Source: an optimization exercise on an open RTL-to-GDS flow (aim: small area). Production flows keep margins and buffers that such runs may drop.
Only simulation tests tie the RTL to the original design; equivalence was not proved.
Power is estimated from default activity; no workload was simulated.

==> module sp8_core, before the edit <==
module sp8_core (
    input  wire        clk,
    input  wire        rst,
    output reg  [15:0] bus_addr,
    output wire [7:0]  bus_wdata,
    output wire        mem_we,
    output wire        disp_we,
    output wire        io_we,
    input  wire [7:0]  mem_rdata,
    output wire        retire,
    output reg  [2:0]  cost,
    output wire        halted,
    output wire        faulted,
    output wire [7:0]  fault_op,
    output wire [15:0] pc,
    output wire [7:0]  sp,
    output wire [7:0]  a,
    output wire [7:0]  x,
    output wire [7:0]  y,
    output wire [7:0]  p
);
    localparam [4:0] S_V0  = 5'b00_000, S_V   = 5'b00_001,
                     S_ST2 = 5'b00_010, S_ST3 = 5'b00_011,
                     S_SH1 = 5'b00_100, S_SH  = 5'b00_101,
                     S_SF1 = 5'b00_110, S_SF  = 5'b00_111,
                     S_DSTA = 5'b01_000, S_DSEC = 5'b01_001, S_DNONE = 5'b01_010,
                     S_STZ = 5'b10_000, S_LDZ = 5'b10_001, S_BNE = 5'b10_010, S_INC = 5'b10_011,
                     S_LDI = 5'b10_100, S_ADC = 5'b10_101, S_CMP = 5'b10_110, S_SBC = 5'b10_111;
    reg [2:0]  ph;
    reg [4:0]  st;
    reg        rp;
    reg [7:0]  t, ar;
    reg [15:0] pcr;
    reg        cp;
    reg        fc, fz, fv, fn;
    wire [1:0] q  = ph[1:0];
    wire       q0 = (q == 2'd0);
    wire       q3 = (q == 2'd3);
    wire       p0 = (ph == 3'd0);
    wire       p7 = (ph == 3'd7);
    wire g0 = (st[4:3] == 2'b00);
    wire g2 = (st[4:3] == 2'b10);
    wire g3 = (st[4:3] == 2'b11);
    assign sp = 8'hFF;
    assign x  = 8'h00;
    assign y  = 8'h00;
    assign p  = {fn, fv, 1'b1, 1'b0, 1'b0, 1'b0, fz, fc};
    assign a  = ar;
    assign pc = pcr;
    wire ds = st[3];                                 
    assign retire   = p0 && ((ds && st != S_DNONE) || (g0 && st[2] && !st[0]));
    assign halted   = g0 && st[2] && !st[1];
    assign faulted  = g0 && st[2] && st[1];
    assign fault_op = t;
    always @(*) begin
        if (!st[4]) cost = st[0] ? 3'd2 : 3'd4;      
        else case (st[2:0])
            3'b000, 3'b001: cost = 3'd3;
            3'b010:         cost = fz ? 3'd2 : 3'd3;
            3'b011:         cost = 3'd5;
            default:        cost = 3'd2;
        endcase
    end
    wire d_alu = (t[3:0] == 4'h9) && !t[4] &&
                 ((t[7] & t[6]) | (t[7] & t[5]) | (t[6] & t[5]));    
    wire d_zp5 = (t[3:0] == 4'h5) && t[7] && !t[6] && !t[4];         
    wire d_two = d_alu || d_zp5 || (t == 8'hE6) || (t == 8'hD0);
    wire d_sec = (t == 8'h38);
    wire [2:0] d_c = {t[3], t[6] & (t[7] | !t[3]), t[5] & (t[6] | !t[3])};
    wire [4:0] dnx = d_two ? {2'b10, d_c} : (t == 8'h8D) ? S_ST2 : d_sec ? S_DSEC :
                     (t == 8'hFF) ? S_SH1 : S_SF1;
    reg [1:0] sb;
    always @(*) begin
        case (q)
            2'd0: sb = mem_rdata[1:0];
            2'd1: sb = t[3:2];
            2'd2: sb = t[5:4];
            default: sb = t[7:6];
        endcase
    end
    wire alu_s = g2 && st[2];                        
    wire ldz_s = (st == S_LDZ);
    wire zw    = g2 && !st[2] && st[0];              
    wire win   = (alu_s && !ph[2]) || (zw && ph[2]);         
    wire aw    = (alu_s && !ph[2]) || (ldz_s && ph[2]);      
    wire       ua  = st[0] || st[1];
    wire       inv = st[1];
    wire       cmp = st[1] && !st[0];
    wire       au  = st[2] && ua;
    wire [1:0] ax  = au ? ar[1:0] : 2'b00;
    wire [1:0] bx  = (st[2] && inv) ? ~sb : sb;
    wire       ci  = au && (q0 ? (cmp || fc) : fc);
    wire       s0  = ax[0] ^ bx[0] ^ ci;
    wire       c1  = (ax[0] & bx[0]) | (ci & (ax[0] ^ bx[0]));
    wire       s1  = ax[1] ^ bx[1] ^ c1;
    wire       c2  = (ax[1] & bx[1]) | (c1 & (ax[1] ^ bx[1]));
    wire       vl  = (st == S_V);
    wire       tk  = (st == S_BNE) && !fz;
    wire [1:0] pb  = vl ? sb : tk ? (ph[2] ? {t[7], t[7]} : sb) : 2'b00;
    wire       pin = st[4] || st[3] || (st == S_ST2) || (st == S_ST3);
    wire       pci = p0 ? pin : cp;
    wire [1:0] pa  = vl ? 2'b00 : pcr[1:0];
    wire [2:0] psum = {1'b0, pa} + {1'b0, pb} + {2'b00, pci};
    wire [7:0] incv = mem_rdata + 8'd1;
    assign bus_wdata = (st == S_INC) ? incv : ar;
    wire zsel = g2 && !st[2] && !ph[2];              
    wire asel = (st == S_ST3) && !ph[2];             
    wire vsel = (st == S_V0) || (vl && !ph[2]);      
    wire ast  = (st == S_ST3) && p0;
    wire stv  = ast && (mem_rdata[7:4] != 4'h4) && (mem_rdata[7:4] != 4'h5);
    assign mem_we  = ((st == S_STZ) && (ph == 3'd1)) || ((st == S_INC) && (ph == 3'd2)) || stv;
    assign disp_we = ast && (mem_rdata[7:4] == 4'h4);
    assign io_we   = ast && (mem_rdata[7:4] == 4'h5);
    always @(*) begin
        bus_addr = {psum[1:0], pcr[15:2]};           
        if (vsel) bus_addr = {14'h3FFF, 1'b0, vl};
        if (zsel) bus_addr = {8'h00, t};
        if (asel) bus_addr = {mem_rdata, t};
    end
    wire rs = rst || rp;
    wire hold_off = aw && !q3;
    always @(posedge clk) begin
        pcr <= {psum[1:0], pcr[15:2]};
        cp  <= psum[2];
        if (q0 && (!ph[2] || vl || zw)) t <= mem_rdata;
        if (aw) ar <= {cmp ? ar[1:0] : {s1, s0}, ar[7:2]};
        if (!(rs && !hold_off)) begin
            if (rs) rp <= 1'b1;
            ph <= ph + 3'd1;
            if (win) begin
                if (au) fc <= c2;
                if (q3 && alu_s && st[0]) fv <= c1 ^ c2;      
                fz <= (q0 ? 1'b1 : fz) & !s0 & !s1;
                fn <= s1;
            end
            if (p7) begin
                if (ds) begin
                    st <= dnx;
                    if (d_sec) fc <= 1'b1;
                end else if (g2) begin
                    st[3] <= 1'b1;
                end else begin
                    case (st[2:0])
                        3'b000: st <= S_V;
                        3'b001: st <= S_DNONE;
                        3'b010: st <= S_ST3;
                        3'b011: st <= S_DSTA;
                        3'b100: st <= S_SH;
                        3'b110: st <= S_SF;
                        default: ;
                    endcase
                end
            end
        end else begin
            st <= S_V0; ph <= 3'd7; rp <= 1'b0;
            fc <= 1'b0; fz <= 1'b0; fv <= 1'b0; fn <= 1'b0;
        end
    end
endmodule
clock: 5.0 ns
lec_check: 0
cap_margin: 20
core_margin: 2
core_utilization: 40
place_density: 0.6
slew_margin: 20
standard.sh (not shown) runs the stock make flow with config.mk's settings and CLKGATE_MAP_FILE= SYNTH_SCRIPT=/design/flow/synth_recipe.tcl, a recipe that flattens the netlist after the stock synthesis.
==> flow/flow/run.sh <==
#!/bin/bash
# Own layout flow: the standard layout (standard.sh) with two changes:
#  - synthesis maps the logic with an area-oriented ABC script (flow/abc_area.script),
#  - the port buffers that placement inserts on every input and output are buf_1 cells.
# Everything else (floorplan, power grid, taps, placement, CTS, routing) is the standard flow.
set -euo pipefail
here=$(pwd)
sed "s#SYNTH_SCRIPT=[^ ]*#SYNTH_SCRIPT=$here/flow/my_synth.tcl#" standard.sh > my_standard.sh
grep -q "SYNTH_SCRIPT=$here/flow/my_synth.tcl" my_standard.sh
export MY_ABC_SCRIPT=$here/flow/abc_area.script
export BUFFER_PORTS_ARGS="-buffer_cell sky130_fd_sc_hd__buf_1"
export SKIP_REPAIR_TIE_FANOUT=1
export CTS_ARGS="-sink_clustering_enable -repair_clock_nets -dont_use_dummy_load"
bash my_standard.sh > "$here/flow_make.log" 2>&1 || { tail -50 "$here/flow_make.log"; exit 1; }
tail -5 "$here/flow_make.log"
==> flow/flow/abc_area.script <==
strash
&get -n
&deepsyn -J 1000 -T 3000
&put
dch -f
amap
topo
==> flow/flow/my_synth.tcl <==
# The standard flow's synthesis (synth_recipe.tcl) with one change: ABC maps the logic with
# the area-oriented script in flow/abc_area.script instead of ORFS's speed script.
proc synth {args} { yosys synth -nofsm -noshare {*}$args }
proc abc {args} {
  set i [lsearch -exact $args -script]
  if { $i >= 0 } { lset args [expr { $i + 1 }] $::env(MY_ABC_SCRIPT) }
  yosys abc {*}$args
}
source $::env(SCRIPTS_DIR)/synth.tcl
# left out here: clear keep_hierarchy, flatten, clean up, hide names made inside functions, write 1_2_yosys.v
Edit:
--- a/flow/design.v
+++ b/flow/design.v
@@ -121,13 +121,16 @@
     wire hold_off = aw && !q3;
     always @(posedge clk) begin
         pcr <= {psum[1:0], pcr[15:2]};
         cp  <= psum[2];
         if (q0 && (!ph[2] || vl || zw)) t <= mem_rdata;
         if (aw) ar <= {cmp ? ar[1:0] : {s1, s0}, ar[7:2]};
-        if (!(rs && !hold_off)) begin
+        if (rs && !hold_off) begin
+            st <= S_V0; ph <= 3'd7; rp <= 1'b0;
+            fc <= 1'b0; fz <= 1'b0; fv <= 1'b0; fn <= 1'b0;
+        end else begin
             if (rs) rp <= 1'b1;
             ph <= ph + 3'd1;
             if (win) begin
                 if (au) fc <= c2;
                 if (q3 && alu_s && st[0]) fv <= c1 ^ c2;      
                 fz <= (q0 ? 1'b1 : fz) & !s0 & !s1;
@@ -148,12 +151,9 @@
                         3'b100: st <= S_SH;
                         3'b110: st <= S_SF;
                         default: ;
                     endcase
                 end
             end
-        end else begin
-            st <= S_V0; ph <= 3'd7; rp <= 1'b0;
-            fc <= 1'b0; fz <= 1'b0; fv <= 1'b0; fn <= 1'b0;
         end
     end
 endmodule
Die area is about the same.
First-iteration DRC count shrinks by 15%.
Power shrinks by 0.34%.
Clock skew shrinks by 0.016 ns.
Worst hold slack gains 0.017 ns.
Area after synthesis is about the same.
Design area is about the same.
Synthesized cell count shrinks by 0.66%.
Critical path depth grows by 3.
Core utilization grows by 0.18 points.
Setup slack gains 0.072 ns.

afterwards: timing with drivers on the ports:
No port has a modelled driver above. Below, the same layouts with a new extraction and two added sets of constraints. Step 1 sets driving cells, clkbuf_16 on the clock port and buf_2 on the other inputs (assumed; they add their load-dependent delay and slew). Step 2 also shifts input and output timing later by t, the mid clock arrival at the registers, as if the neighbouring blocks saw the same clock. Slacks: no drivers / after step 1 / after step 2; pairs: no drivers / after step 1.
run	t, ns	setup WS [ns]	slew at the worst register clock pin (ns)	worst slew at a driven data input, ns	cell pins on the clock port's net
the first run	0.317	0.521 / 0.491 / 0.594	0.10 / 0.10	0.03	1
the second run	0.324	0.593 / 0.565 / 0.671	0.08 / 0.08	0.03	1
After both steps setup and hold are still met in every run listed.
